What follows belongs to an exercise in optimizing a design on an open flow for small area and a short achievable clock period; a production flow would make more cautious choices.
At most, simulation tests tie the RTL to the original design; equivalence was not proved.
Only the layout flow was run in runs 4 and 5; the RTL was not checked for function there.
Power is estimated from default activity; no workload was simulated.

$ cat design.v
module pelcod_scaler (
    input  wire [1:0] ta,        
    input  wire [1:0] tb,        
    input  wire [1:0] tc,        
    input  wire [1:0] c1,        
    input  wire       neg,       
    input  wire [1:0] add,       
    input  wire       c2,        
    output wire [1:0] y,         
    output wire [1:0] c1_o,
    output wire       c2_o
);
    wire [2:0] s0 = ta[0] + tb[0] + tc[0] + c1;
    wire [2:0] s1 = ta[1] + tb[1] + tc[1] + s0[2:1];
    wire       q0 = s0[0] ^ neg;
    wire       q1 = s1[0] ^ neg;
    wire [1:0] u0 = add[0] + q0 + c2;
    wire [1:0] u1 = add[1] + q1 + u0[1];
    assign y    = {u1[0], u0[0]};
    assign c1_o = s1[2:1];
    assign c2_o = u1[1];
endmodule
module pelcod_packer #(
    parameter RAW_MAX = 8
) (
    input  wire       clk,
    input  wire       rst,              
    input  wire [7:0] addr_i,           
    input  wire       sink_present_i,
    input  wire       cmd_valid,
    output wire       cmd_ready,
    input  wire [4:0] cmd_op,
    input  wire [31:0] cmd_arg,
    input  wire       raw_valid,
    output wire       raw_ready,
    input  wire [7:0] raw_data,
    input  wire       raw_last,
    input  wire       raw_none,
    output wire       snk_valid,
    input  wire       snk_ready,
    output wire [7:0] snk_data,
    output wire       snk_first,
    output wire       snk_last,
    output wire       snk_empty,
    input  wire       snk_done,
    input  wire       snk_fail,
    input  wire [7:0] snk_err,
    output wire       st_valid,
    output wire [2:0] st_code,
    output wire [7:0] st_err
);
    reg        s_idle, s_dec, s_raw, s_chk, s_send, s_wait, s_stat;
    reg [63:0] ring;             
    reg [4:0]  op_q;
    reg [7:0]  addr_q;
    reg [7:0]  ck;               
    reg [7:0]  out_q;            
    reg [3:0]  j;                
    reg [2:0]  p;                
    reg        vq, f_first, f_last, f_empty, rr_q;
    reg        ld;               
    reg        pre_q;            
    reg        acc_q;            
    reg        sact, sdone;
    reg signed [5:0] r;          
    reg [1:0]  c1;
    reg        c2, cmpa, cmpb;
    reg        zf, sf, lof, sgn;
    assign cmd_ready = s_idle;
    assign raw_ready = rr_q;
    assign st_valid  = s_stat;
    assign snk_valid = vq;
    assign snk_data  = out_q;
    assign st_err    = out_q;
    assign snk_first = f_first;
    assign snk_last  = f_last;
    assign snk_empty = f_empty;
    assign st_code   = {f_empty, f_last, f_first};
    wire op_s6     = (op_q >= 5'h01) && (op_q <= 5'h08);
    wire op_d1s6   = op_s6 && (op_q != 5'h03) && (op_q != 5'h04);
    wire op_d2s6   = op_s6 && (op_q != 5'h01) && (op_q != 5'h02);
    wire op_preset = (op_q >= 5'h10) && (op_q <= 5'h12);
    wire op_posu   = (op_q == 5'h13) || (op_q == 5'h14);
    wire op_zoomu  = (op_q == 5'h15);
    wire op_pan    = (op_q == 5'h19);
    wire op_tilt   = (op_q == 5'h1A);
    wire op_zoom   = (op_q == 5'h1B);
    wire op_float  = op_pan || op_tilt || op_zoom;
    wire op_raw    = (op_q == 5'h1C);
    wire op_ill    = (op_q == 5'h0F) || (op_q >= 5'h1D);
    function [7:0] opv;
        input [4:0] o;
        input [4:0] k;
        input [7:0] v;
        opv = (o == k) ? v : 8'h00;
    endfunction
    wire [7:0] c1b = opv(op_q, 5'h0B, 8'h01) | opv(op_q, 5'h0D, 8'h02) |
                     opv(op_q, 5'h0E, 8'h04);
    wire [7:0] c2b = opv(op_q, 5'h01, 8'h04) | opv(op_q, 5'h02, 8'h02) |
                     opv(op_q, 5'h03, 8'h08) | opv(op_q, 5'h04, 8'h10) |
                     opv(op_q, 5'h05, 8'h0C) | opv(op_q, 5'h06, 8'h0A) |
                     opv(op_q, 5'h07, 8'h14) | opv(op_q, 5'h08, 8'h12) |
                     opv(op_q, 5'h09, 8'h20) | opv(op_q, 5'h0A, 8'h40) |
                     opv(op_q, 5'h0C, 8'h80) |
                     opv(op_q, 5'h10, 8'h03) | opv(op_q, 5'h11, 8'h05) |
                     opv(op_q, 5'h12, 8'h07) |
                     opv(op_q, 5'h13, 8'h4B) | opv(op_q, 5'h14, 8'h4D) |
                     opv(op_q, 5'h15, 8'h4F) |
                     opv(op_q, 5'h16, 8'h51) | opv(op_q, 5'h17, 8'h53) |
                     opv(op_q, 5'h18, 8'h55) |
                     opv(op_q, 5'h19, 8'h4B) | opv(op_q, 5'h1A, 8'h4D) |
                     opv(op_q, 5'h1B, 8'h4F);
    wire [31:0] ad;
    genvar g;
    generate
        for (g = 0; g < 8; g = g + 1) begin : g_ad
            assign ad[2*g]      = ring[8*((g+1)%8) + 0];
            assign ad[2*g+1]    = ring[8*((g+1)%8) + 1];
            assign ad[16+2*g]   = ring[8*((g+1)%8) + 2];
            assign ad[16+2*g+1] = ring[8*((g+1)%8) + 3];
        end
    endgenerate
    wire [7:0]  ex     = ad[30:23];
    wire        fr_z   = (ad[22:0] == 23'd0);
    wire        ex_z   = (ex == 8'd0);
    wire        is_nan = (ex == 8'hFF) && !fr_z;
    wire        hidden = !ex_z;
    wire        lo16nz = (ad[15:0] != 16'd0);
    wire        hi16nz = (ad[31:16] != 16'd0);
    wire        win_pt = (ex >= 8'd119) && (ex <= 8'd135);
    wire        win_z  = (ex >= 8'd110) && (ex <= 8'd126);
    wire [5:0]  r_pt   = 6'd20 - ex[5:0];       
    wire [5:0]  r_z    = 6'd6  - ex[5:0];       
    wire [1:0] cur = ring[1:0];
    wire [1:0] nxt = ring[3:2];
    wire [1:0] h1  = ring[63:62];
    wire [1:0] h2  = ring[55:54];
    wire       mode25 = op_pan || op_tilt;
    wire       tpos   = op_tilt && !sgn;
    wire       tneg   = op_tilt && sgn;
    wire [1:0] ta = cur;
    wire [1:0] tb = mode25 ? {h1[0], h2[1]} : op_zoom ? ~nxt : 2'b00;
    wire [1:0] tc = mode25 ? {h2[1], h2[0]} : 2'b00;
    localparam [15:0] K36 = 16'd36000;
    localparam [15:0] K9  = 16'd9000;
    localparam [15:0] K27 = 16'd27001;
    wire [5:0] j0 = 6'd0 - r;
    wire [5:0] j1 = 6'd1 - r;
    wire       v0 = r[5] || (r == 6'sd0);
    wire       v1 = (r[5] || (r == 6'sd0) || (r == 6'sd1)) && (r != -6'sd15);
    wire [1:0] yb;
    wire [1:0] c1n;
    wire       c2n;
    pelcod_scaler u_scaler (
        .ta(ta), .tb(tb), .tc(tc), .c1(c1), .neg(tpos),
        .add({add1, add0}), .c2(c2),
        .y(yb), .c1_o(c1n), .c2_o(c2n)
    );
    wire [15:0] ka = tneg ? K9 : K36;
    wire ka0 = ka[j0[3:0]];
    wire ka1 = ka[j1[3:0]];
    wire       add0 = (r == 6'sd1) || (tpos && v0 && ka0);
    wire       add1 = (r == 6'sd2) || (tpos && v1 && ka1);
    wire kb0 = K27[j0[3:0]];
    wire kb1 = K27[j1[3:0]];
    wire cmpa_m = v0 ? ((yb[0] & ~ka0) | (~(yb[0] ^ ka0) & cmpa)) : cmpa;
    wire cmpa_n = v1 ? ((yb[1] & ~ka1) | (~(yb[1] ^ ka1) & cmpa_m)) : cmpa_m;
    wire cmpb_m = v0 ? ((yb[0] & ~kb0) | (~(yb[0] ^ kb0) & cmpb)) : cmpb;
    wire cmpb_n = v1 ? ((yb[1] & ~kb1) | (~(yb[1] ^ kb1) & cmpb_m)) : cmpb_m;
    wire       s_last = (r == -6'sd14) || (r == -6'sd15);
    wire       w4  = sact && (r[0] ? v1 : v0);
    wire       w5  = sact && (r[0] ? v0 : v1);
    wire       y4  = r[0] ? yb[1] : yb[0];
    wire       y5  = r[0] ? yb[0] : yb[1];
    wire al_d1 = (r[3:1] == {3{r[0]}});
    wire al_d2 = (r[2:1] == {2{r[0]}}) && (r[3] != r[0]);
    wire [7:0] dstr;
    generate
        for (g = 0; g < 4; g = g + 1) begin : g_dstr
            assign dstr[2*g]   = r[0] ? ring[8*(3+g) + 4] : ring[8*(4+g) + 4];
            assign dstr[2*g+1] = ring[8*(4+g) + 5];
        end
    endgenerate
    function [7:0] dval;
        input       hi;
        input [7:0] s;
        reg   [15:0] k;
        reg          use_k;
        begin
            use_k = 1'b1;
            k     = 16'd0;
            if (op_s6) begin
                if (hi ? op_d1s6 : op_d2s6) begin
                    k = 16'h3F3F; use_k = sf;
                end
            end else if (op_preset) begin
                k = 16'h00FF; use_k = sf;
            end else if (op_posu) begin
                k = 16'd35999; use_k = sf | cmpa;
            end else if (op_zoomu) begin
                k = 16'hFFFF; use_k = sf;
            end else if (op_pan) begin
                if (zf) k = 16'd0;
                else begin k = 16'd35999; use_k = sf | cmpa; end
            end else if (op_tilt && sgn) begin
                if (zf) k = 16'd0;
                else begin k = 16'd9000; use_k = sf | cmpa; end
            end else if (op_tilt) begin
                if (zf) k = 16'd0;
                else if (sf) k = 16'd35999;
                else if (lof) k = 16'd27000;
                else if (cmpa) k = 16'd35999;
                else if (!cmpb) k = 16'd27000;
                else use_k = 1'b0;
            end else if (op_zoom) begin
                if (zf) k = 16'd0;
                else begin k = 16'hFFFF; use_k = sf; end
            end
            dval = use_k ? (hi ? k[15:8] : k[7:0]) : s;
        end
    endfunction
    wire [7:0] dv = dval(j[0], dstr);
    wire xfer = vq && snk_ready;
    reg  [7:0] nb;
    always @(*) begin
        nb = ring[7:0];
        if (!op_raw) begin
            case (j)
                4'd5: nb = c1b;
                4'd4: nb = c2b;
                4'd3: nb = dv;
                4'd2: nb = dv;
                default: nb = ck;
            endcase
        end
    end
    wire load  = pre_q && (!vq || snk_ready);
    wire acc_n = load && !op_raw && (j >= 4'd2) && (j <= 4'd5);
    wire [2:0] p_n     = (s_chk && !op_raw) ? 3'd1 : p + 3'd1;
    wire       sdone_n = (sact && s_last) || sdone;
    wire [5:0] r_n     = (sact || sdone) ? r - 6'sd2 : r;
    wire al_d1_n = (r_n[3:1] == {3{r_n[0]}});
    wire al_d2_n = (r_n[2:1] == {2{r_n[0]}}) && (r_n[3] != r_n[0]);
    wire [2:0] pj   = p + j[2:0];
    wire       d1ok = sdone_n && (op_s6 ? al_d2_n : al_d1_n);
    wire       d2ok = sdone_n && al_d2_n;
    wire       pace = (p_n == 3'd6);
    wire pre_l = op_raw ? ((j >= 4'd2) && (pj == 3'd0)) :
                 (j == 4'd4) ? d1ok :
                 (j == 4'd3) ? d2ok :
                 (j >= 4'd5) ? pace : 1'b0;
    wire pre_w = op_raw ? ((j >= 4'd1) && (pj == 3'd7)) :
                 (j == 4'd3) ? d1ok :
                 (j == 4'd2) ? d2ok :
                 (j == 4'd1) ? 1'b1 :
                 (j >= 4'd4) ? pace : 1'b0;
    wire pre_c = op_raw && (j >= 4'd2) && (pj == 3'd0);
    wire pre_n = s_chk ? (sink_present_i && pre_c) :
                 s_send ? (load ? pre_l : pre_w) : 1'b0;
    wire cap      = s_raw && ((j == 4'd0) || (p == 3'd1));
    wire raw_fire = cap && raw_valid;
    wire raw_end  = raw_fire && (raw_none || raw_last);
    reg [63:0] ring_n;
    integer q, l;
    always @(*) begin
        for (q = 0; q < 7; q = q + 1)
            for (l = 0; l < 8; l = l + 1)
                ring_n[8*q + l] = ring[8*(q+1) + l];
        for (l = 0; l < 8; l = l + 1)
            ring_n[56 + l] = ring[l];
        if (cap)
            ring_n[63:56] = raw_data;
        if (sact) begin
            ring_n[57:56] = ring[3:2];
            ring_n[59:58] = 2'b00;
            ring_n[63:62] = ring[1:0];
        end
        if (w4) ring_n[60] = y4;
        if (w5) ring_n[61] = y5;
        if (s_dec) begin
            ring_n[8*4 + 2] = 1'b0; ring_n[8*4 + 3] = 1'b0;
            ring_n[8*5 + 2] = 1'b0; ring_n[8*5 + 3] = 1'b0;
            ring_n[8*6 + 2] = 1'b0; ring_n[8*6 + 3] = 1'b0;
            ring_n[8*7 + 2] = 1'b0; ring_n[8*7 + 3] = 1'b0;
            ring_n[8*3 + 3] = hidden;
            ring_n[63:62]   = 2'b00;
        end
        if (ld) begin
            ring_n[63:62] = 2'b00;
            for (q = 0; q < 8; q = q + 1) begin
                ring_n[8*((q+1)%8) + 0] = cmd_arg[2*q];
                ring_n[8*((q+1)%8) + 1] = cmd_arg[2*q+1];
                ring_n[8*((q+1)%8) + 2] = cmd_arg[16+2*q];
                ring_n[8*((q+1)%8) + 3] = cmd_arg[16+2*q+1];
            end
        end
    end
    always @(posedge clk) begin
        ring <= ring_n;
    end
    always @(posedge clk) begin
        p <= p + 3'd1;
        pre_q <= pre_n;
        acc_q <= acc_n;
        if (acc_q)
            ck <= ck + out_q;
        if (ld) begin
            op_q <= cmd_op;
            ck   <= addr_q;
            sact <= 1'b0;
        end
        if (sact) begin
            c1   <= c1n;
            c2   <= c2n;
            cmpa <= cmpa_n;
            cmpb <= cmpb_n;
            if (s_last) begin
                sact  <= 1'b0;
                sdone <= 1'b1;
            end
        end
        if (sact || sdone)
            r <= r - 6'sd2;
        if (s_dec) begin
            c1   <= {1'b0, op_zoom && !lo16nz};
            c2   <= op_tilt && !ad[31];
            cmpa <= 1'b1;
            cmpb <= 1'b1;
            sgn  <= ad[31];
            sdone <= 1'b0;
            sact  <= !op_ill && !op_raw && !(op_float && is_nan);
            if ((op_pan || op_tilt) && win_pt)
                r <= r_pt;
            else if (op_zoom && win_z)
                r <= r_z;
            else
                r <= 6'sd0;
            zf  <= 1'b0;
            sf  <= 1'b0;
            lof <= 1'b0;
            if (op_s6)
                sf <= ad[7] | ad[6];
            else if (op_preset)
                sf <= hi16nz | (ad[15:8] != 8'd0);
            else if (op_posu || op_zoomu)
                sf <= hi16nz;
            else if (op_pan) begin
                zf <= ad[31] || (ex <= 8'd118);
                sf <= !ad[31] && (ex >= 8'd136);
            end else if (op_tilt) begin
                if (ad[31]) begin
                    zf <= (ex <= 8'd118);
                    sf <= (ex >= 8'd134);
                end else begin
                    zf  <= ex_z && fr_z;
                    sf  <= (ex <= 8'd118);
                    lof <= (ex >= 8'd134);
                end
            end else if (op_zoom) begin
                zf <= ad[31] || (ex <= 8'd109);
                sf <= !ad[31] && (ex >= 8'd127);
            end
            if (op_ill) begin
                {f_empty, f_last, f_first} <= 3'd1;
                out_q   <= 8'd0;
            end else if (op_raw) begin
                j <= 4'd0;
            end else if (op_float && is_nan) begin
                {f_empty, f_last, f_first} <= 3'd2;
                out_q   <= 8'd0;
            end
        end
        if (s_raw) begin
            if (j == 4'd0)
                out_q <= raw_data;           
            if (raw_fire) begin
                if (raw_none)
                    j <= 4'd0;
                else
                    j <= j + 4'd1;
                p <= raw_last ? 3'd0 : 3'd1;
            end
        end
        if (s_chk) begin
            vq      <= sink_present_i;
            f_first <= 1'b1;
            f_last  <= !sink_present_i || (op_raw && (j <= 4'd1));
            f_empty <= sink_present_i && op_raw && (j == 4'd0);
            if (op_raw) begin
                out_q   <= out_q & {8{sink_present_i}};
                if (j != 4'd0)
                    j <= j - 4'd1;
            end else begin
                out_q   <= {8{sink_present_i}};
                j       <= 4'd6;
                p       <= 3'd1;
            end
        end
        if (s_send) begin
            if (load) begin
                out_q   <= nb;
                vq      <= 1'b1;
                f_first <= 1'b0;
                f_last  <= (j == 4'd1);
                j       <= j - 4'd1;
            end else if (xfer) begin
                vq <= 1'b0;
            end
        end
        if (s_wait) begin
            out_q   <= snk_fail ? snk_err : 8'd0;
            {f_empty, f_last, f_first} <= {snk_fail, 2'b00};
        end
        rr_q   <= (s_dec && op_raw) ||
                  (s_raw && !raw_end && ((j == 4'd0) || raw_fire || (p == 3'd0)));
        s_idle <= (s_idle && !cmd_valid) || s_stat;
        ld     <= (s_idle && !cmd_valid) || s_stat ||
                  (s_dec && (op_ill || (op_float && is_nan))) ||
                  (s_chk && !sink_present_i) || (s_wait && snk_done);
        s_dec  <= s_idle && cmd_valid;
        s_raw  <= (s_dec && op_raw) || (s_raw && !raw_end);
        s_chk  <= (s_dec && !op_ill && !op_raw && !(op_float && is_nan)) || raw_end;
        s_send <= (s_chk && sink_present_i) || (s_send && !(xfer && f_last));
        s_wait <= (s_send && xfer && f_last) || (s_wait && !snk_done);
        s_stat <= (s_dec && (op_ill || (op_float && is_nan))) ||
                  (s_chk && !sink_present_i) || (s_wait && snk_done);
        if (rst) begin
            addr_q <= addr_i;
            s_idle <= 1'b1;
            ld     <= 1'b1;
            s_dec  <= 1'b0;
            s_raw  <= 1'b0;
            s_chk  <= 1'b0;
            s_send <= 1'b0;
            s_wait <= 1'b0;
            s_stat <= 1'b0;
            rr_q   <= 1'b0;
            vq     <= 1'b0;
            pre_q  <= 1'b0;
            sact   <= 1'b0;
            sdone  <= 1'b0;
        end
    end
endmodule
$ cat flow/run.sh
#!/bin/bash
# Standard layout with these changes:
#  - synthesis: no full/half-adder cell extraction, and abc on Yosys's
#    default script (flow/synth_pre.tcl); registers are unchanged;
#  - small port buffers instead of delay cells;
#  - timing repair aimed at a tighter setup slack than the 25 ns clock needs.
set -e
export BUFFER_PORTS_ARGS="-buffer_cell sky130_fd_sc_hd__buf_2"
export SETUP_SLACK_MARGIN=19
export ADDER_MAP_FILE=
cat flow/synth_pre.tcl synth_recipe.tcl > synth_abc.tcl
sed "s#SYNTH_SCRIPT=[^ ]*#SYNTH_SCRIPT=$PWD/synth_abc.tcl#" standard.sh > standard_abc.sh
bash standard_abc.sh > standard.log 2>&1
$ cat flow/synth_pre.tcl
# Prepended to the standard flow's synthesis script: abc maps with Yosys's own default
# script (the &nf mapper) instead of the flow's abc_area.script.  abc sees
# only the combinational logic, so the registers stay as the standard
# synthesis makes them.
proc abc {args} {
  set a {}
  set skip 0
  foreach x $args {
    if { $skip } { set skip 0; continue }
    if { $x eq "-script" } { set skip 1; continue }
    lappend a $x
  }
  yosys abc {*}$a
}
$ cat standard.sh
#!/bin/bash
# synth_recipe.tcl (not shown) runs the flow's synth.tcl, then flattens the netlist and writes it again
# the make line also repeats each setting of config.mk as NAME=value (left out here)
make -C /OpenROAD-flow-scripts/flow DESIGN_CONFIG=/design/flow/config.mk WORK_HOME=/design/flow/orfs CLKGATE_MAP_FILE= SYNTH_SCRIPT=/design/flow/synth_recipe.tcl "${@:-finish}"
$ cat config.mk
export PLATFORM = sky130hd
export DESIGN_NAME = pelcod_packer
export DESIGN_NICKNAME = pelcod_packer
export VERILOG_FILES = /design/flow/design.v
export SDC_FILE = /design/flow/constraint.sdc
export NUM_CORES = 4
export LEC_CHECK = 0
export ABC_AREA = 1
export CAP_MARGIN = 20
export CORE_MARGIN = 2
export CORE_UTILIZATION = 55
export CTS_BUF_LIST = sky130_fd_sc_hd__clkbuf_8
export SLEW_MARGIN = 20
$ cat constraint.sdc
create_clock -name core_clock -period 25.0 [get_ports {clk}]
set_input_delay 5.0000 -clock core_clock [delete_from_list [all_inputs] [get_ports {clk}]]
set_output_delay 5.0000 -clock core_clock [all_outputs]
set_load 0.01 [all_outputs]
==> run_results.csv, run 1 <==
group,metric,value,unit
layout,final_nets,966,
sta,rsz0062_at_grt,"yes",
logic_synthesis,synth_cell_type_count,74,
setup_path,start_kind,"flop",
sta,slew_violations,0,
pwr,combPwrFrac,0.254,
sta,finClkSkew,0.0108,ns
global_routing,grt_pass1_wl,33.0,mm
pwr,powerDensity,78.9,mW/mm^2
logic_synthesis,yosysWarnings,1,
clock_network,cts_made_buffers,17,
sta,setup_tns,0,ns
clock_network,cts_num_sinks,132,
pwr,switching_share,0.341,
layout,layout-drive-gt1-share,0.210,
run,max-cap-violations,0,
setup_path,path_delay_family,"flip-flops",
die,start_util,0.563,
die,fp.dieH,118,um
die,die_area,0.0139,sq mm
sta,min_period,5.98,ns
pwr,p_int,0.000424,W
logic_synthesis,synth_edf_count,31,
die,row_count,41,
die,pin_count,97,
global_routing,grt_use_total,0.301,
route,dr.pass1.iters,6,
sta,finalWorstSetupSlack,19.02,ns
placement,place_ws,18.61,ns
logic_synthesis,synth_seq_cells,132,
logic_synthesis,synthArstFlopShare,0,
route,viasPerCell,6.25,
global_routing,overflow,0,
pwr,p_switching,0.000220,W
clock_network,cts_tree,"yes",
placement,hpwl,14.9,mm
placement,place_inst,1041,
pwr,power.leakage,3.27,nW
pwr,power,0.000644,W
setup_path,path_cells,"buf_2",
clock_network,clock_latency,0.46,ns
placement,io_buffers,96,
pwr,seq_power_share,0.447,
sta,hold_viol_final,0,
setup_path,criticalPathCategory,"reg2out",
pwr,ir_drop,63.2,uV
setup_path,required,20.00,ns
clock_network,htreeDepth,4,
setup_path,path_max_fanout,2,
sta,tightest_slew,0.978,ns
layout,syn_to_final_growth,14.4,%
route,drc,0,
global_routing,grt_pass1_vias,6304,
clock_network,clk_pin_slew,0.08,ns
route,drtAntennaViolNets,0,
route,vias,6753,
global_routing,grt_max_degree,61,
global_routing,antenna_found_initial,0,
layout,layout_commonest_cell,"nand2_1",
logic_synthesis,ys.flop_type,"dfxtp_1",
logic_synthesis,ys_seq_area_frac,0.414,
sta,fmax,0.167,GHz
setup_path,critPathArrivalTime,0.98,ns
sta,setup_viol,0,
pwr,pwr-share-clk,0.299,
clock_network,cts-root-buf,"clkbuf_8",
logic_synthesis,synth_area,0.00714,sq mm
route,routed_wl,20.8,mm
sta,fin_crit_sh,0.239,
logic_synthesis,syn-instance-count,825,
layout,fin_cells,1080,
clock_network,cts_max_path_buffers,2,
setup_path,crit_path_end_kind,"output pin",
layout,diodes,0,
logic_synthesis,syn_area_per_cell,8.65,sq um
die,core_area,0.0127,sq mm
logic_synthesis,syn_nets,896,
die,die_x,118,um
sta,relSlewSlack,0.331,
setup_path,path_buf_inv,1,
hold_path,hp-class,"reg2reg",
placement,gp_congestion,0.936,
layout,mostFrequentLayoutCells,"nand2_1, dfxtp_1, buf_2, nor2_1, o21ai_0",
status,status,"no timing/DRC/antenna violations",
setup_path,cpPeakStageDelay,0.38,ns
setup_path,slowest_stage,"edfxtp_1",
route,drt_iter0_drc,784,
route,wl_per_cell,19.3,um
-- area by class of cell --
cell class | count | area (sq um)
Sequential cell | 132 | 2990
Timing Repair Buffer | 108 | 608
Multi-Input combinational cell | 614 | 3860
Clock buffer | 19 | 262
Tap cell | 172 | 215
Fill cell | 1126 | 4500
Clock inverter | 13 | 159
Inverter | 22 | 82.6
-- cells in the mapped netlist (all sizes together), types with 9 or more instances --
| cell type | n | share of area |
|---|---|---|
| a21oi | 47 | 0.033 |
| mux2 | 24 | 0.038 |
| nand4 | 9 | 0.0079 |
| xnor2 | 24 | 0.029 |
| nor4 | 14 | 0.012 |
| nand2b | 9 | 0.0082 |
| a22o | 10 | 0.012 |
| o211ai | 15 | 0.016 |
| edfxtp | 31 | 0.13 |
| dfxtp | 101 | 0.28 |
| nor2 | 69 | 0.036 |
| nand3 | 23 | 0.016 |
| inv | 22 | 0.012 |
| nor3 | 17 | 0.012 |
| and2 | 14 | 0.012 |
| clkbuf | 42 | 0.022 |
| o21ai | 76 | 0.053 |
| a31oi | 15 | 0.013 |
| buf | 15 | 0.014 |
| nand2 | 93 | 0.049 |
| xor2 | 15 | 0.018 |
-- cell families (layout without fill, tap and decap cells) --
kind of cell             count (synthesis)  after routing  synth area share
multiplexers                            27             27            0.0421
XOR/XNOR                                44             44            0.0638
AO/OA/AOI/OAI                          242            242             0.221
buffers and inverters                   79            162            0.0475
flip-flops                             132            132             0.414
AND/OR/NAND/NOR                        293            293             0.201
adder cells (fa/ha/maj)                  8              8            0.0119
-- through the flow --
| step | area (sq um) | hold slack, ns | utilization |
|---|---|---|---|
| final | 8170 | 0.329 | 0.645 |
| after CTS | 8120 | 0.332 | 0.641 |
| after detailed placement | 7620 | 0.312 | 0.602 |
| after global placement | 7620 | 0.315 | 0.602 |
| after floorplan | 7140 | 0.310 | - |
| after global routing | 8170 | 0.334 | 0.645 |
-- sequential cells by signal, summed over array words and instances, names as in the netlist, 2 cells and up --
name and cells:
ck 8, op_q 5, r 6, ring 64
p 3, addr_q 8, out_q 8, j 4
c1 2
-- worst paths after layout --
kind                                from         to  slack [ns]  depth (start not counted)
worst max register to register   op_q[0]   out_q[0]       21.06                         10
worst min-delay path            ring[31]   ring[23]        0.33                          0
worst min register to register  ring[31]   ring[23]        0.33                          0
worst max-delay path             f_empty  snk_empty       19.02                          1
-- per-layer routing --
layer | wire length (um) | part of all wire | GRT usage
met1 | 9530 | 0.46 | 0.424
met2 | 9190 | 0.44 | 0.448
met3 | 1590 | 0.076 | 0.0693
met4 | 529 | 0.025 | 0.116
met5 | 0 | 0 | 0
-- power by group through the flow --
stage               Sequential, W  Clock (W)  Combinational (W)
floorplan                0.000272          0           0.000126
global placement         0.000289          0           0.000148
detailed placement       0.000290          0           0.000151
CTS                      0.000286   0.000195           0.000158
global route             0.000291   0.000205           0.000180
finish                   0.000288   0.000193           0.000164
-- timing repair --
item                                    4_1_cts  5_1_grt
pin swaps                                     0        0
endpoints found under the setup margin       21       18
resized for setup                            19        6
setup buffers                                 4        3
hold buffers                                  0        0
==> run 2, diff against run 1 <==
==> flow/run.sh (replaced) <==
#!/bin/bash
# Standard layout with these changes:
#  - synthesis: no full/half-adder cell extraction, and abc maps with
#    flow/area.abc (flow/synth_pre.tcl); registers are unchanged;
#  - small port buffers instead of delay cells;
#  - timing repair aimed at a tighter setup slack than the 25 ns clock needs.
set -e
export BUFFER_PORTS_ARGS="-buffer_cell sky130_fd_sc_hd__buf_2"
export SETUP_SLACK_MARGIN=19
export ADDER_MAP_FILE=
export FLOW_ABC_SCRIPT=$PWD/flow/area.abc
cat flow/synth_pre.tcl synth_recipe.tcl > synth_abc.tcl
sed "s#SYNTH_SCRIPT=[^ ]*#SYNTH_SCRIPT=$PWD/synth_abc.tcl#" standard.sh > standard_abc.sh
bash standard_abc.sh > standard.log 2>&1
==> flow/area.abc (new file) <==
strash
&get -n
&fraig -x
&put
scorr
dc2
strash
&get -n
&dch -f
&nf
&put
strash
dch -f
amap
==> flow/synth_pre.tcl (replaced) <==
# Prepended to the standard flow's synthesis script: abc maps the combinational logic
# with flow/area.abc (area-oriented mapping) instead of the flow's
# abc_area.script.  abc sees only the combinational logic, so the
# registers stay as the standard synthesis makes them.
proc abc {args} {
  set a {}
  set skip 0
  foreach x $args {
    if { $skip } { set skip 0; continue }
    if { $x eq "-script" } { set skip 1; continue }
    lappend a $x
  }
  yosys abc -script $::env(FLOW_ABC_SCRIPT) {*}$a
}
--- a/config.mk
+++ b/config.mk
@@ -9,5 +9,5 @@
 export CAP_MARGIN = 20
 export CORE_MARGIN = 2
-export CORE_UTILIZATION = 55
+export CORE_UTILIZATION = 65
 export CTS_BUF_LIST = sky130_fd_sc_hd__clkbuf_8
 export SLEW_MARGIN = 20
==> run_results.csv, run 2 <==
group,metric,value,unit
status,status,"no timing/DRC/antenna violations",
sta,rsz0062_at_grt,"yes",
logic_synthesis,synthTopCellsByCount,"nor2_1, dfxtp_1, clkinv_1",
pwr,ir_drop,78.0,uV
setup_path,cpPeakStageDelay,0.40,ns
route,dr.pass1.iters,8,
sta,fin_crit_sh,0.241,
layout,finalInstanceArea,0.00779,sq mm
layout,final_nets,1014,
global_routing,overflow,0,
global_routing,grt_use_total,0.388,
placement,io_buffers,96,
sta,min_period,6.02,ns
logic_synthesis,ys.flop_type,"dfxtp_1",
die,pin_count,97,
sta,setup_tns,0,ns
setup_path,path_max_fanout,2,
clock_network,cts_tree,"yes",
logic_synthesis,syn_area_per_cell,8.00,sq um
setup_path,required,20.00,ns
logic_synthesis,synth_seq_cells,132,
layout,syn_to_final_growth,17.5,%
layout,layout_commonest_cell,"nor2_1",
global_routing,grt_max_degree,47,
route,wl_per_cell,19.6,um
clock_network,cts_max_path_buffers,2,
logic_synthesis,yosysWarnings,1,
logic_synthesis,synth_cell_type_count,48,
clock_network,cts_num_sinks,132,
sta,hold_viol_final,0,
sta,fmax,0.166,GHz
clock_network,clk_pin_slew,0.08,ns
global_routing,grt_pass1_wl,33.7,mm
logic_synthesis,yosysMostFrequentCell,"nor2_1",
route,drtAntennaViolNets,0,
die,start_util,0.675,
global_routing,grt_pass1_vias,6841,
logic_synthesis,ys_seq_area_frac,0.445,
layout,layout-drive-gt1-share,0.163,
die,die_x,105,um
logic_synthesis,yosys.area.top_type,"dfxtp_1",
route,routed_wl,21.4,mm
setup_path,criticalPathCategory,"reg2out",
logic_synthesis,syn-instance-count,829,
hold_path,hp-class,"reg2reg",
layout,fin_cells,1089,
placement,hpwl,15.6,mm
placement,placed_area,0.00724,sq mm
setup_path,path_buf_inv,1,
placement,gp_congestion,0.968,
route,vias,7232,
setup_path,path_delay_family,"flip-flops",
die,core_area,0.00982,sq mm
route,viasPerCell,6.64,
pwr,powerDensity,81.0,mW/mm^2
logic_synthesis,syn_nets,900,
placement,place_inst,1050,
sta,tightest_slew,0.843,ns
clock_network,cts_made_buffers,17,
die,fp.dieH,105,um
pwr,power.leakage,2.95,nW
route,drt_iter0_drc,938,
die,row_count,36,
logic_synthesis,synth.area.top_cells,"dfxtp_1, edfxtp_1, nor2_1, o21ai_0, clkinv_1",
sta,finClkSkew,0.0102,ns
setup_path,crit_path_end_kind,"output pin",
setup_path,start_kind,"flop",
sta,setup_viol,0,
layout,diodes,0,
setup_path,slowest_stage,"edfxtp_1",
die,die_area,0.0110,sq mm
layout,mostFrequentLayoutCells,"nor2_1, buf_2, clkinv_1, dfxtp_1",
global_routing,antenna_found_initial,0,
setup_path,critPathArrivalTime,1.02,ns
layout,largest_reg_flops,64,
clock_network,htreeDepth,4,
logic_synthesis,synth_edf_count,31,
logic_synthesis,yosys.area.top_type_share,0.305,
clock_network,clock_latency,0.47,ns
route,drc,0,
logic_synthesis,synthArstFlopShare,0,
clock_network,cts-root-buf,"clkbuf_8",
logic_synthesis,synth_area,0.00663,sq mm
sta,slew_violations,0,
layout,regMostFlops,"ring",
run,max-cap-violations,0,
setup_path,path_cells,"buf_2",
sta,relSlewSlack,0.437,
[run 2: cell types whose count changed after synthesis, sizes merged, moves of 22 or more]
cell and delta:
clkbuf -42, mux2 -24, clkinv +90, o22a +29, xnor2 -23, nor2 +94, inv -22
[run 2: final timing paths]
check / endpoint / cells after the start / slack (ns) / startpoint
setup / recovery: st_code[2] / 1 / 18.98 / f_empty
hold / removal: ring[5] / 0 / 0.33 / ring[13]
hold reg to reg: ring[5] / 0 / 0.33 / ring[13]
setup reg to reg: cmpb / 26 / 19.81 / op_q[4]
[run 2: per-stage QoR]
stage	util	hold slack [ns]	power (W)	setup slack, ns
floorplan	-	0.310	0.000381	19.04
global placement	0.738	0.310	0.000421	18.76
global route	0.793	0.338	0.000655	18.96
finish	0.793	0.326	0.000631	18.98
CTS	0.788	0.331	0.000619	18.97
detailed placement	0.738	0.314	0.000429	18.70
[run 2: power by group]
group          total (W)  switching [W]  internal, W
Sequential      0.000278      0.0000297     0.000248
Combinational   0.000166       0.000101    0.0000652
Clock           0.000187      0.0000917    0.0000953
[run 2: final cells by class]
| cell class | instances | area [sq um] |
|---|---|---|
| Clock buffer | 19 | 262 |
| Clock inverter | 13 | 146 |
| Fill cell | 661 | 2030 |
| Inverter | 90 | 339 |
| Multi-Input combinational cell | 596 | 3290 |
| Sequential cell | 132 | 2990 |
| Tap cell | 133 | 166 |
| Timing Repair Buffer | 106 | 593 |
[run 2: per-layer routing]
layer  vias up  part of all wire  global-route usage
met5         -                 0                   0
met4         0             0.048               0.176
met3       108              0.12               0.107
met2       557              0.45               0.620
met1      3274              0.38               0.489
li1       3293                 -                   -
[run 2: kinds of logic after synthesis]
group | Yosys count | share of synthesized area
flops | 132 | 0.445
xor+xnor | 1 | 0.00132
simple gates | 313 | 0.200
buf+inv | 101 | 0.0634
compound gates | 282 | 0.290
[run 2: what timing repair did]
| action | CTS | global route |
|---|---|---|
| resized for setup | 21 | 6 |
| buffers inserted | 5 | 2 |
| setup endpoints to repair | 22 | 12 |
| hold buffers | 0 | 0 |
==> run 3, diff against run 2 <==
--- a/config.mk
+++ b/config.mk
@@ -9,5 +9,5 @@
 export CAP_MARGIN = 20
 export CORE_MARGIN = 2
-export CORE_UTILIZATION = 65
+export CORE_UTILIZATION = 55
 export CTS_BUF_LIST = sky130_fd_sc_hd__clkbuf_8
 export SLEW_MARGIN = 20
==> run_results.csv, run 3 <==
group,metric,value,unit
route,dr.pass1.iters,5,
layout,diodes,0,
clock_network,cts_num_sinks,132,
route,drt_iter0_drc,789,
sta,min_period,5.99,ns
layout,layout_commonest_cell,"nor2_1",
sta,finalWorstSetupSlack,19.01,ns
layout,layout-drive-gt1-share,0.162,
pwr,switching_share,0.362,
route,vias,6852,
pwr,combPwrFrac,0.268,
sta,fmax,0.167,GHz
logic_synthesis,synth.area.top_cells,"dfxtp_1, edfxtp_1, nor2_1, o21ai_0, clkinv_1",
layout,final_nets,1013,
setup_path,path_max_fanout,2,
setup_path,critPathArrivalTime,0.99,ns
sta,relSlewSlack,0.313,
logic_synthesis,yosys.area.top_type,"dfxtp_1",
setup_path,cpPeakStageDelay,0.38,ns
sta,setup_viol,0,
logic_synthesis,synth_edf_count,31,
sta,finClkSkew,0.0104,ns
route,drtAntennaViolNets,0,
setup_path,crit_path_end_kind,"output pin",
status,status,"no timing/DRC/antenna violations",
die,start_util,0.557,
layout,postLayoutCoreUtil,0.650,
logic_synthesis,synthArstFlopShare,0,
sta,rsz0062_at_grt,"yes",
sta,whs,0.331,ns
die,die_area,0.0129,sq mm
die,core_area,0.0119,sq mm
logic_synthesis,yosys.area.top_type_share,0.305,
placement,io_buffers,96,
global_routing,grt_use_total,0.319,
pwr,pwr-share-clk,0.272,
clock_network,clk_pin_slew,0.08,ns
route,routed_wl,20.4,mm
global_routing,grt_pass1_vias,6273,
logic_synthesis,synthTopCellsByCount,"nor2_1, dfxtp_1, clkinv_1",
pwr,p_switching,0.000217,W
die,row_count,40,
logic_synthesis,synth_cell_type_count,48,
logic_synthesis,syn_area_per_cell,8.00,sq um
global_routing,grt_max_degree,48,
hold_path,hp-class,"reg2reg",
setup_path,criticalPathCategory,"reg2out",
sta,tightest_slew,1.02,ns
setup_path,path_cells,"buf_2",
layout,largest_reg_flops,64,
sta,hold_viol_final,0,
clock_network,clock_latency,0.46,ns
setup_path,required,20.00,ns
logic_synthesis,yosysMostFrequentCell,"nor2_1",
clock_network,cts-root-buf,"clkbuf_8",
die,pin_count,97,
pwr,p_int,0.000383,W
die,die_x,114,um
logic_synthesis,ys_seq_area_frac,0.445,
global_routing,antenna_found_initial,0,
route,wl_per_cell,18.5,um
pwr,powerDensity,77.6,mW/mm^2
logic_synthesis,yosysWarnings,1,
sta,slew_violations,0,
setup_path,slowest_stage,"edfxtp_1",
pwr,ir_drop,57.2,uV
logic_synthesis,syn_nets,900,
sta,fin_crit_sh,0.240,
logic_synthesis,syn-instance-count,829,
layout,mostFrequentLayoutCells,"nor2_1, buf_2, clkinv_1, dfxtp_1",
pwr,power,0.000600,W
route,viasPerCell,6.22,
clock_network,cts_max_path_buffers,2,
clock_network,cts_tree,"yes",
pwr,seq_power_share,0.460,
run,max-cap-violations,0,
placement,place_ws,18.70,ns
layout,regMostFlops,"ring",
logic_synthesis,ys.flop_type,"dfxtp_1",
setup_path,path_buf_inv,1,
placement,hpwl,15.1,mm
route,drc,0,
logic_synthesis,synth_area,0.00663,sq mm
global_routing,overflow,0,
setup_path,start_kind,"flop",
die,fp.dieH,114,um
setup_path,path_delay_family,"flip-flops",
layout,syn_to_final_growth,16.7,%
placement,gp_congestion,0.910,
sta,setup_tns,0,ns
pwr,power.leakage,2.92,nW
global_routing,grt_pass1_wl,31.9,mm
clock_network,cts_made_buffers,17,
clock_network,htreeDepth,4,
logic_synthesis,synth_seq_cells,132,
[run 3: cell count changes in the layout (fill, tap and decap cells not counted)]
cell / delta
dfxtp_2: -1
clkbuf_8: -2
dfxtp_4: +1
o41ai_4: -1
clkinvlp_4: -1
bufinv_16: -2
clkinv_2: +1
inv_8: +3
inv_4: +2
buf_4: -1
clkinv_4: -1
o41ai_2: +1
[run 3: routing by layer]
metal	part of all wire	global-route usage	wire, um
met5	0	0	0
met4	0.032	0.136	659
met3	0.093	0.0765	1890
met2	0.44	0.479	8950
met1	0.44	0.444	8920
[run 3: cells by family after synthesis]
logic type,after synthesis,synth area share
flops,132,0.445
simple gates,313,0.200
buf+inv,101,0.0634
compound gates,282,0.290
xor+xnor,1,0.00132
[run 3: layout make-up]
cell class,count,area (sq um)
Clock buffer,17,234
Clock inverter,15,120
Fill cell,1084,4170
Inverter,90,340
Multi-Input combinational cell,596,3280
Sequential cell,132,2990
Tap cell,147,184
Timing Repair Buffer,105,586
[run 3: worst paths after layout]
path,to,slack (ns),depth (start not counted),from
max,snk_empty,19.01,1,f_empty
min,ring[30],0.33,0,ring[38]
max reg2reg,cmpb,19.85,26,op_q[4]
min reg2reg,ring[30],0.33,0,ring[38]
[run 3: stage by stage]
stage / cell area (sq um) / cells
floorplan: 6650 / 829
global placement: 7270 / 1065
detailed placement: 7270 / 1065
CTS: 7690 / 1102
global route: 7740 / 1102
finish: 7740 / 1102
[run 3: power by group through the flow]
stage / Clock, W / Sequential (W) / Combinational (W)
after CTS: 0.000166 / 0.000274 / 0.000155
after detailed placement: 0 / 0.000278 / 0.000149
after global routing: 0.000176 / 0.000279 / 0.000179
after global placement: 0 / 0.000278 / 0.000146
final: 0.000164 / 0.000276 / 0.000161
after floorplan: 0 / 0.000272 / 0.000109
[run 3: what timing repair did]
action                     4_1_cts  5_1_grt
hold buffers                     0        0
setup endpoints to repair       21       16
gates resized for setup         17       12
buffers inserted                 5        0
==> run 4, diff against run 3 <==
--- a/design.v
+++ b/design.v
@@ -62,5 +62,5 @@
     reg        pre_q;            
     reg        acc_q;            
-    reg        sact, sdone;
+    reg        sact;             
     reg signed [5:0] r;          
     reg [1:0]  c1;
@@ -238,6 +238,6 @@
     wire acc_n = load && !op_raw && (j >= 4'd2) && (j <= 4'd5);
     wire [2:0] p_n     = (s_chk && !op_raw) ? 3'd1 : p + 3'd1;
-    wire       sdone_n = (sact && s_last) || sdone;
-    wire [5:0] r_n     = (sact || sdone) ? r - 6'sd2 : r;
+    wire       sdone_n = !sact || s_last;
+    wire [5:0] r_n     = r - 6'sd2;
     wire al_d1_n = (r_n[3:1] == {3{r_n[0]}});
     wire al_d2_n = (r_n[2:1] == {2{r_n[0]}}) && (r_n[3] != r_n[0]);
@@ -310,16 +310,13 @@
             sact <= 1'b0;
         end
+        c1 <= c1n;
+        c2 <= c2n;
+        r  <= r - 6'sd2;
         if (sact) begin
-            c1   <= c1n;
-            c2   <= c2n;
             cmpa <= cmpa_n;
             cmpb <= cmpb_n;
-            if (s_last) begin
-                sact  <= 1'b0;
-                sdone <= 1'b1;
-            end
+            if (s_last)
+                sact <= 1'b0;
         end
-        if (sact || sdone)
-            r <= r - 6'sd2;
         if (s_dec) begin
             c1   <= {1'b0, op_zoom && !lo16nz};
@@ -328,5 +325,4 @@
             cmpb <= 1'b1;
             sgn  <= ad[31];
-            sdone <= 1'b0;
             sact  <= !op_ill && !op_raw && !(op_float && is_nan);
             if ((op_pan || op_tilt) && win_pt)
@@ -361,13 +357,11 @@
                 sf <= !ad[31] && (ex >= 8'd127);
             end
-            if (op_ill) begin
+            out_q <= 8'd0;
+            if (op_ill)
                 {f_empty, f_last, f_first} <= 3'd1;
-                out_q   <= 8'd0;
-            end else if (op_raw) begin
+            else if (op_raw)
                 j <= 4'd0;
-            end else if (op_float && is_nan) begin
+            else if (op_float && is_nan)
                 {f_empty, f_last, f_first} <= 3'd2;
-                out_q   <= 8'd0;
-            end
         end
         if (s_raw) begin
@@ -439,5 +433,4 @@
             pre_q  <= 1'b0;
             sact   <= 1'b0;
-            sdone  <= 1'b0;
         end
     end
--- a/flow/run.sh
+++ b/flow/run.sh
@@ -6,5 +6,5 @@
 #  - timing repair aimed at a tighter setup slack than the 25 ns clock needs.
 set -e
-export BUFFER_PORTS_ARGS="-buffer_cell sky130_fd_sc_hd__buf_2"
+export BUFFER_PORTS_ARGS="-buffer_cell sky130_fd_sc_hd__buf_1"
 export SETUP_SLACK_MARGIN=19
 export ADDER_MAP_FILE=
==> run_results.csv, run 4 <==
group,metric,value,unit
route,viasPerCell,6.11,
sta,setup_viol,0,
setup_path,reg2reg_depth,19,
sta,fmax,0.166,GHz
logic_synthesis,ys.flop_type,"dfxtp_1",
sta,hold_viol_final,0,
die,die_x,114,um
sta,finClkSkew,0.0115,ns
layout,mostFrequentLayoutCells,"nor2_1, clkinv_1, dfxtp_1, buf_1, nand2_1",
logic_synthesis,yosys.area.top_type,"dfxtp_1",
global_routing,grt_use_total,0.323,
setup_path,path_delay_family,"flip-flops",
logic_synthesis,synthTopCellsByCount,"nor2_1, dfxtp_1, clkinv_1",
logic_synthesis,synth_seq_cells,131,
placement,io_buffers,96,
route,routed_wl,20.1,mm
sta,min_period,6.02,ns
pwr,switching_share,0.370,
logic_synthesis,syn-instance-count,851,
clock_network,cts-root-buf,"clkbuf_8",
sta,setup_tns,0,ns
layout,diodes,0,
route,dr.pass1.iters,6,
setup_path,start_kind,"flop",
status,status,"no timing/DRC/antenna violations",
logic_synthesis,yosysMostFrequentCell,"nor2_1",
setup_path,path_cells,"clkbuf_2",
sta,tightest_slew,0.919,ns
global_routing,antenna_found_initial,0,
layout,layout-drive-gt1-share,0.0819,
logic_synthesis,syn_nets,922,
sta,slew_violations,0,
die,start_util,0.558,
pwr,p_switching,0.000220,W
hold_path,hold_depth,0,
pwr,seq_power_share,0.460,
clock_network,cts_made_buffers,17,
setup_path,reg2reg_from,"op_q[4]",
hold_path,hp-class,"reg2reg",
placement,hpwl,14.9,mm
layout,final_nets,1035,
setup_path,r2r-end,"ring[61]",
pwr,p_int,0.000376,W
die,pin_count,97,
logic_synthesis,synth_cell_type_count,50,
layout,layout_commonest_cell,"nor2_1",
logic_synthesis,synthArstFlopShare,0,
logic_synthesis,syn_area_per_cell,7.78,sq um
clock_network,clk_pin_slew,0.09,ns
layout,fillers,1040,
hold_path,min_from,"ring[31]",
clock_network,htreeDepth,4,
setup_path,critPathArrivalTime,1.02,ns
layout,syn_to_final_growth,15.2,%
route,drtAntennaViolNets,0,
setup_path,reg2reg_slack,19.97,ns
global_routing,grt_pass1_wl,32.4,mm
setup_path,criticalPathCategory,"reg2out",
global_routing,grt_pass1_vias,6506,
run,max-cap-violations,0,
hold_path,min_to,"ring[23]",
clock_network,cts_max_path_buffers,2,
route,drt_iter0_drc,703,
logic_synthesis,yosys.area.top_type_share,0.315,
global_routing,grt_max_degree,50,
die,row_count,40,
route,vias,6872,
setup_path,path_max_fanout,2,
setup_path,crit_path_end_kind,"output pin",
logic_synthesis,synth_area,0.00662,sq mm
layout,fin_cells,1124,
layout,regMostFlops,"ring",
placement,gp_congestion,0.984,
setup_path,path_buf_inv,1,
layout,largest_reg_flops,64,
logic_synthesis,yosysWarnings,1,
clock_network,cts_tree,"yes",
pwr,powerDensity,78.2,mW/mm^2
placement,place_inst,1085,
sta,fin_crit_sh,0.241,
setup_path,required,20.00,ns
sta,relSlewSlack,0.387,
logic_synthesis,ys_seq_area_frac,0.437,
pwr,power.leakage,2.75,nW
route,wl_per_cell,17.9,um
clock_network,clock_latency,0.46,ns
pwr,ir_drop,72.6,uV
setup_path,cpPeakStageDelay,0.42,ns
pwr,combPwrFrac,0.248,
route,drc,0,
die,die_area,0.0129,sq mm
die,core_area,0.0119,sq mm
logic_synthesis,synth.area.top_cells,"dfxtp_1, edfxtp_1, nor2_1, clkinv_1, a21oi_1",
pwr,pwr-share-clk,0.292,
global_routing,overflow,0,
die,fp.dieH,114,um
clock_network,cts_num_sinks,131,
logic_synthesis,synth_edf_count,27,
sta,rsz0062_at_grt,"yes",
setup_path,slowest_stage,"edfxtp_1",
[run 4: changes by cell type after synthesis, sizes merged, moves of 6 or more]
cell / change
a21oi: +10
o32ai: +7
o221ai: -7
a22oi: -7
nor3: +19
a31oi: +6
clkinv: +12
o21ai: -18
[run 4: layout make-up]
class	count	area, sq um	share of cell area
clock buffers	17	234	0.0307
clock inverters	15	138	0.0181
inverters	102	384	0.0504
multi-input cells	608	3290	0.431
flip-flops and latches	131	2930	0.384
well taps	147	184	0.0241
repair buffers	104	469	0.0615
[run 4: worst max-delay path by stage]
| stage | start | cells after the start | slack [ns] | to |
|---|---|---|---|---|
| finish | f_empty | 1 | 18.98 | snk_empty |
| global route | f_empty | 1 | 18.94 | snk_empty |
| CTS | f_empty | 1 | 18.96 | snk_empty |
| detailed placement | snk_ready | 7 | 18.42 | j[3] |
| global placement | snk_ready | 7 | 18.51 | j[3] |
| floorplan | snk_ready | 6 | 18.92 | j[3] |
[run 4: metal layers]
layer  part of all wire  wire (um)  GRT usage  up-vias
met5                  0          0          0        -
met4              0.021        421      0.123        0
met3              0.079       1590     0.0866       39
met2               0.45       9050      0.489      300
met1               0.45       9060      0.444     3202
li1                   -          -          -     3331
[run 4: cell families after synthesis]
group / after synthesis / share of synthesized area
buffers and inverters: 113 / 0.0703
AOI/OAI and AO/OA: 258 / 0.262
and+or+nand+nor: 347 / 0.227
xor gates and xnor gates: 2 / 0.00265
DFF: 131 / 0.437
[run 4: repair_timing]
action / CTS / global route
pin swaps: 1 / 0
endpoints found under the setup margin: 20 / 24
cloned: 1 / 0
hold buffers: 0 / 0
buffers inserted: 0 / 6
resized for setup: 21 / 28
[run 4: through the flow]
stage	hold slack (ns)	power, W	setup WS (ns)	utilization	cell area (sq um)
after floorplan	0.310	0.000375	18.92	-	6640
after global placement	0.310	0.000413	18.51	0.600	7120
after detailed placement	0.312	0.000417	18.42	0.600	7120
after CTS	0.332	0.000591	18.96	0.634	7520
after global routing	0.341	0.000630	18.94	0.643	7620
final	0.329	0.000596	18.98	0.643	7620
[run 4: power groups by stage]
stage | sequential, W | clock [W] | combinational [W]
finish | 0.000274 | 0.000174 | 0.000148
global route | 0.000278 | 0.000186 | 0.000165
CTS | 0.000273 | 0.000176 | 0.000141
detailed placement | 0.000277 | 0 | 0.000139
global placement | 0.000276 | 0 | 0.000137
floorplan | 0.000270 | 0 | 0.000104
==> run 5, diff against run 4 <==
--- a/flow/run.sh
+++ b/flow/run.sh
@@ -6,5 +6,5 @@
 #  - timing repair aimed at a tighter setup slack than the 25 ns clock needs.
 set -e
-export BUFFER_PORTS_ARGS="-buffer_cell sky130_fd_sc_hd__buf_1"
+export BUFFER_PORTS_ARGS="-buffer_cell sky130_fd_sc_hd__buf_2"
 export SETUP_SLACK_MARGIN=19
 export ADDER_MAP_FILE=
--- a/config.mk
+++ b/config.mk
@@ -10,4 +10,4 @@
 export CORE_MARGIN = 2
 export CORE_UTILIZATION = 55
-export CTS_BUF_LIST = sky130_fd_sc_hd__clkbuf_8
+export CTS_BUF_LIST = sky130_fd_sc_hd__clkbuf_4 sky130_fd_sc_hd__clkbuf_8
 export SLEW_MARGIN = 20
==> run_results.csv, run 5 <==
group,metric,value,unit
status,status,"no timing/DRC/antenna violations",
setup_path,slowest_stage,"edfxtp_1",
layout,diodes,0,
setup_path,criticalPathCategory,"reg2out",
sta,fmax,0.166,GHz
sta,slew_violations,0,
logic_synthesis,syn_nets,922,
layout,seqCellArea,0.00292,sq mm
setup_path,required,20.00,ns
pwr,powerDensity,79.7,mW/mm^2
layout,layout_commonest_cell,"nor2_1",
layout,syn_to_final_growth,17.5,%
setup_path,start_kind,"flop",
route,routed_wl,20.3,mm
sta,setup_viol,0,
layout,regMostFlops,"ring",
setup_path,reg2reg_from,"op_q[4]",
setup_path,reg2reg_depth,19,
run,max-cap-violations,0,
die,row_count,40,
setup_path,crit_end,"snk_empty",
logic_synthesis,synth_area,0.00662,sq mm
sta,rsz0062_at_grt,"yes",
die,die_x,114,um
logic_synthesis,syn_area_per_cell,7.78,sq um
logic_synthesis,synth_simple_gate_area_frac,0.227,
sta,min_period,6.02,ns
global_routing,grt_pass1_vias,6577,
sta,fin_crit_sh,0.241,
logic_synthesis,synth_top_family_by_area,"compound AO/OA/AOI/OAI gates",
layout,largest_reg_flops,64,
die,die_area,0.0129,sq mm
layout,postLayoutCoreUtil,0.655,
route,drt_iter0_drc,920,
global_routing,grt_use_total,0.323,
logic_synthesis,ys.flop_type,"dfxtp_1",
layout,multi_input_area,0.00329,sq mm
logic_synthesis,yosys.area.top_type,"dfxtp_1",
route,dr.pass1.iters,5,
logic_synthesis,synth_seq_cells,131,
clock_network,clk_pin_slew,0.09,ns
logic_synthesis,synth_edf_count,27,
placement,gp_congestion,1.00,
layout,fillers,1022,
sta,hold_viol_final,0,
layout,final_nets,1033,
pwr,ir_drop,57.9,uV
route,vias,6901,
clock_network,cts_max_path_buffers,2,
pwr,power.leakage,2.97,nW
clock_network,cts_made_buffers,17,
clock_network,cts_tree,"yes",
logic_synthesis,synth.area.top_cells,"dfxtp_1, edfxtp_1, nor2_1, clkinv_1, a21oi_1",
layout,layout-drive-gt1-share,0.156,
logic_synthesis,ys_seq_area_frac,0.437,
logic_synthesis,yosys.area.top_type_share,0.315,
hold_path,hp-class,"reg2reg",
route,drc,0,
logic_synthesis,yosysMostFrequentCell,"nor2_1",
placement,io_buffers,96,
sta,setup_tns,0,ns
global_routing,overflow,0,
clock_network,htreeDepth,4,
placement,hpwl,15.1,mm
logic_synthesis,synth_xor_area_frac,0.00265,
route,wl_per_cell,18.1,um
setup_path,path_delay_family,"flip-flops",
setup_path,path_max_fanout,2,
sta,relSlewSlack,0.427,
logic_synthesis,synthArstFlopShare,0,
clock_network,clock_latency,0.45,ns
global_routing,grt_max_degree,50,
die,fp.dieH,114,um
die,pin_count,97,
setup_path,cpPeakStageDelay,0.41,ns
sta,finClkSkew,0.0150,ns
setup_path,reg2reg_slack,20.07,ns
logic_synthesis,muxShareOfSynthArea,0,
die,core_area,0.0119,sq mm
global_routing,grt_pass1_wl,32.6,mm
logic_synthesis,synth_compound_gate_area_share,0.262,
logic_synthesis,syn-instance-count,851,
route,drtAntennaViolNets,0,
setup_path,critPathArrivalTime,1.02,ns
setup_path,r2r-end,"ring[61]",
sta,tightest_slew,0.849,ns
global_routing,antenna_found_initial,0,
setup_path,cp-startpoint,"f_empty",
layout,mostFrequentLayoutCells,"nor2_1, clkinv_1, dfxtp_1, buf_2, nand2_1",
logic_synthesis,synth_cell_type_count,50,
logic_synthesis,synthTopCellsByCount,"nor2_1, dfxtp_1, clkinv_1",
setup_path,crit_path_end_kind,"output pin",
setup_path,path_depth,1,
route,viasPerCell,6.15,
logic_synthesis,synthAdderAreaFrac,0,
setup_path,path_cells,"buf_2",
setup_path,path_buf_inv,1,
logic_synthesis,yosysWarnings,1,
clock_network,cts_num_sinks,131,
die,start_util,0.558,
clock_network,cts-root-buf,"clkbuf_8",
## run 5: stage by stage
| stage | hold slack, ns | std cells | total power (W) | setup WS (ns) | area, sq um |
|---|---|---|---|---|---|
| after detailed placement | 0.314 | 1085 | 0.000420 | 18.53 | 7240 |
| after floorplan | 0.310 | 851 | 0.000375 | 18.92 | 6640 |
| after global routing | 0.342 | 1122 | 0.000652 | 18.91 | 7770 |
| final | 0.328 | 1122 | 0.000620 | 18.98 | 7770 |
| after CTS | 0.330 | 1117 | 0.000616 | 18.95 | 7690 |
| after global placement | 0.311 | 1085 | 0.000416 | 18.59 | 7240 |
## run 5: final cells by class
type                            count  area share
Multi-Input combinational cell    608       0.423
Sequential cell                   131       0.375
Clock buffer                       17      0.0301
Inverter                          102      0.0494
Timing Repair Buffer              102      0.0724
Tap cell                          147      0.0237
Clock inverter                     15      0.0266
## run 5: logic make-up after synthesis
group / after synthesis
AOI/OAI and AO/OA: 258
xor gates and xnor gates: 2
buffers and inverters: 113
DFF: 131
and+or+nand+nor: 347
## run 5: where the power goes
| part | internal [W] | total [W] | switching, W |
|---|---|---|---|
| Sequential | 0.000247 | 0.000275 | 0.0000280 |
| Clock | 0.0000959 | 0.000196 | 0.000100 |
| Combinational | 0.0000572 | 0.000149 | 0.0000921 |
## run 5: layer usage
layer,vias to the layer above,GRT usage,wire length [um]
met3,54,0.0728,1850
li1,3313,-,-
met1,3185,0.441,8710
met2,349,0.502,9200
met5,-,0,0
met4,0,0.125,544
## run 5: worst min path at each step
stage                         from       end  slack, ns  cells past startpoint
after floorplan           ring[20]  ring[12]       0.31                      0
after global placement    ring[21]  ring[13]       0.31                      0
after detailed placement  ring[63]  ring[55]       0.31                      0
after CTS                 ring[29]  ring[21]       0.33                      0
after global routing      ring[15]   ring[7]       0.34                      0
final                     ring[29]  ring[21]       0.33                      0
## run 5: repair_timing
item / 4_1_cts / 5_1_grt
resized for setup: 11 / 10
endpoints found under the setup margin: 18 / 23
setup buffers: 0 / 4
cloned: 0 / 1
hold buffers: 0 / 0
pin swaps: 0 / 1
==> run 6, diff against run 5 <==
--- a/design.v
+++ b/design.v
@@ -59,5 +59,5 @@
     reg [2:0]  p;                
     reg        vq, f_first, f_last, f_empty, rr_q;
-    reg        ld;               
+    wire       ld;               
     reg        pre_q;            
     reg        acc_q;            
@@ -68,4 +68,5 @@
     reg        zf, sf, lof, sgn;
     assign cmd_ready = s_idle;
+    assign ld        = s_idle || s_stat;
     assign raw_ready = rr_q;
     assign st_valid  = s_stat;
@@ -409,7 +410,4 @@
                   (s_raw && !raw_end && ((j == 4'd0) || raw_fire || (p == 3'd0)));
         s_idle <= (s_idle && !cmd_valid) || s_stat;
-        ld     <= (s_idle && !cmd_valid) || s_stat ||
-                  (s_dec && (op_ill || (op_float && is_nan))) ||
-                  (s_chk && !sink_present_i) || (s_wait && snk_done);
         s_dec  <= s_idle && cmd_valid;
         s_raw  <= (s_dec && op_raw) || (s_raw && !raw_end);
@@ -422,5 +420,4 @@
             addr_q <= addr_i;
             s_idle <= 1'b1;
-            ld     <= 1'b1;
             s_dec  <= 1'b0;
             s_raw  <= 1'b0;
--- a/config.mk
+++ b/config.mk
@@ -10,4 +10,4 @@
 export CORE_MARGIN = 2
 export CORE_UTILIZATION = 55
-export CTS_BUF_LIST = sky130_fd_sc_hd__clkbuf_4 sky130_fd_sc_hd__clkbuf_8
+export CTS_BUF_LIST = sky130_fd_sc_hd__clkbuf_8
 export SLEW_MARGIN = 20
==> run_results.csv, run 6 <==
group,metric,value,unit
status,status,"no timing/DRC/antenna violations",
route,drc,0,
layout,layout_commonest_cell,"nor2_1",
route,routed_wl,20.5,mm
setup_path,path_buf_inv,1,
pwr,ir_drop,48.9,uV
logic_synthesis,ys_seq_area_frac,0.440,
clock_network,clock_latency,0.45,ns
sta,setup_viol,0,
die,start_util,0.567,
run,max-cap-violations,0,
clock_network,clk_pin_slew,0.08,ns
logic_synthesis,yosysWarnings,1,
route,drt_iter0_drc,887,
sta,min_period,5.99,ns
sta,setup_tns,0,ns
sta,finClkSkew,0.0170,ns
layout,final_nets,1029,
pwr,p_int,0.000389,W
layout,diodes,0,
global_routing,grt_max_degree,49,
logic_synthesis,synth_seq_cells,130,
logic_synthesis,yosys.area.top_type_share,0.316,
die,pin_count,97,
layout,postLayoutCoreUtil,0.661,
pwr,power.leakage,2.94,nW
die,core_area,0.0115,sq mm
layout,fillers,977,
die,row_count,39,
setup_path,criticalPathCategory,"reg2out",
logic_synthesis,synthArstFlopShare,0,
layout,regMostFlops,"ring",
setup_path,critPathArrivalTime,0.99,ns
logic_synthesis,ys.flop_type,"dfxtp_1",
sta,relSlewSlack,0.258,
pwr,seq_power_share,0.460,
logic_synthesis,synth_edf_count,27,
setup_path,crit_path_end_kind,"output pin",
route,viasPerCell,6.19,
setup_path,required,20.00,ns
logic_synthesis,yosysMostFrequentCell,"nor2_1",
logic_synthesis,synth_area,0.00653,sq mm
setup_path,path_cells,"buf_2",
setup_path,path_delay_family,"flip-flops",
global_routing,grt_pass1_wl,32.8,mm
setup_path,path_max_fanout,2,
layout,fin_cells,1114,
sta,fin_crit_sh,0.240,
die,die_x,113,um
sta,hold_viol_final,0,
layout,syn_to_final_growth,16.6,%
clock_network,htreeDepth,4,
placement,io_buffers,96,
clock_network,cts_made_buffers,17,
route,drtAntennaViolNets,0,
hold_path,hp-class,"reg2reg",
setup_path,start_kind,"flop",
global_routing,grt_pass1_vias,6571,
clock_network,cts_tree,"yes",
pwr,switching_share,0.349,
pwr,pwr-share-clk,0.296,
layout,largest_reg_flops,64,
clock_network,cts-root-buf,"clkbuf_8",
layout,layout-drive-gt1-share,0.154,
route,dr.pass1.iters,5,
logic_synthesis,synth.area.top_cells,"dfxtp_1, edfxtp_1, nor2_1, clkinv_1, a21oi_1",
logic_synthesis,syn_area_per_cell,7.71,sq um
layout,mostFrequentLayoutCells,"nor2_1, clkinv_1, buf_2, dfxtp_1, nand2_1",
sta,slew_violations,0,
global_routing,grt_use_total,0.326,
pwr,powerDensity,78.4,mW/mm^2
placement,place_inst,1079,
sta,fmax,0.167,GHz
route,vias,6891,
logic_synthesis,yosys.area.top_type,"dfxtp_1",
sta,finalWorstSetupSlack,19.01,ns
pwr,p_switching,0.000208,W
global_routing,antenna_found_initial,0,
sta,rsz0062_at_grt,"yes",
placement,hpwl,15.2,mm
logic_synthesis,syn-instance-count,847,
pwr,combPwrFrac,0.244,
sta,tightest_slew,1.11,ns
clock_network,cts_max_path_buffers,2,
logic_synthesis,syn_nets,918,
layout,multi_input_area,0.00324,sq mm
logic_synthesis,synth_cell_type_count,48,
layout,seqCellArea,0.00290,sq mm
clock_network,cts_num_sinks,130,
logic_synthesis,synthTopCellsByCount,"nor2_1, dfxtp_1, clkinv_1",
route,wl_per_cell,18.4,um
setup_path,slowest_stage,"edfxtp_1",
placement,place_ws,18.59,ns
sta,whs,0.325,ns
global_routing,overflow,0,
die,die_area,0.0128,sq mm
setup_path,cpPeakStageDelay,0.39,ns
placement,gp_congestion,0.948,
die,fp.dieH,113,um
-- run 6: metal layers --
metal  share of wire  global-route usage  wire length (um)  up-vias
met5               0                   0                 0        -
met4           0.031               0.135               638        0
met3           0.094              0.0702              1930       63
met2            0.45               0.505              9150      379
met1            0.43               0.446              8770     3153
li1                -                   -                 -     3296
-- run 6: cells by family after synthesis --
kind of cell / synth area share
DFF: 0.440
buffers and inverters: 0.0690
and+or+nand+nor: 0.225
AOI/OAI and AO/OA: 0.266
-- run 6: worst paths after layout --
path                               start  cells after the start  slack [ns]    endpoint
worst min-delay path            ring[12]                      0        0.32     ring[4]
worst min register to register  ring[12]                      0        0.32     ring[4]
worst max register to register   op_q[0]                     21       20.09        cmpa
worst max-delay path             f_empty                      1       19.01  st_code[2]
-- run 6: final cells by class --
| cell class | count | share of cell area |
|---|---|---|
| Multi-Input combinational cell | 608 | 0.425 |
| Clock inverter | 14 | 0.0186 |
| Tap cell | 143 | 0.0235 |
| Clock buffer | 18 | 0.0325 |
| Sequential cell | 130 | 0.381 |
| Timing Repair Buffer | 103 | 0.0700 |
| Inverter | 98 | 0.0490 |
-- run 6: power groups by stage --
stage,registers (W),clock network [W],logic (W)
after floorplan,0.000268,0,0.000102
after global placement,0.000277,0,0.000137
after detailed placement,0.000278,0,0.000141
after CTS,0.000274,0.000178,0.000142
after global routing,0.000278,0.000187,0.000162
final,0.000275,0.000177,0.000146
-- run 6: worst reg2reg max path, delay by kind of cell, from the launching register on --
family                 cells  cell delay [ns]
AND/OR/NAND/NOR            9             1.37
AO/OA/AOI/OAI              9             2.30
buffers and inverters      3             0.67
flip-flops                 1             0.39
-- run 6: metrics by stage --
stage | area, sq um | power [W]
after floorplan | 6560 | 0.000371
after global placement | 7170 | 0.000413
after detailed placement | 7170 | 0.000418
after CTS | 7580 | 0.000594
after global routing | 7610 | 0.000627
final | 7610 | 0.000597
-- run 6: timing repair --
action | CTS | global route
hold buffers | 0 | 0
setup buffers | 0 | 3
pin swaps | 0 | 1
resized for setup | 12 | 6
setup endpoints to repair | 20 | 17

==> what the ideal ports hide <==
In the flow no input, the clock included, has a driving cell. The finished layouts below were timed again as built, in two steps. Step 1: set_driving_cell puts a clkbuf_16 on clk and a buf_2 on each other input, an assumption about the parent block. Step 2 times the ports against the registers' clock, not the clock port: input delays grow and output delays shrink by t, the midpoint of the rising clock arrivals with the driver on. Slacks: ideal / step 1 / step 2; pairs: ideal / step 1.
| run | t (ns) | slack for setup (ns) | worst register clock-pin slew, ns |
|---|---|---|---|
| run 1 | 0.491 | 19.016 / 18.978 / 18.608 | 0.09 / 0.09 |
| run 2 | 0.494 | 18.985 / 18.952 / 18.625 | 0.08 / 0.08 |
| run 3 | 0.487 | 19.012 / 18.976 / 18.702 | 0.08 / 0.08 |
| run 4 | 0.492 | 18.977 / 18.940 / 18.594 | 0.09 / 0.09 |
| run 5 | 0.485 | 18.975 / 18.936 / 18.680 | 0.09 / 0.09 |
| run 6 | 0.484 | 19.009 / 18.969 / 18.642 | 0.09 / 0.09 |
After both steps setup and hold are still met in every run listed. The setup slack of run 1, which loses most, moves by -0.038 ns with the drivers and by -0.408 ns with both steps.
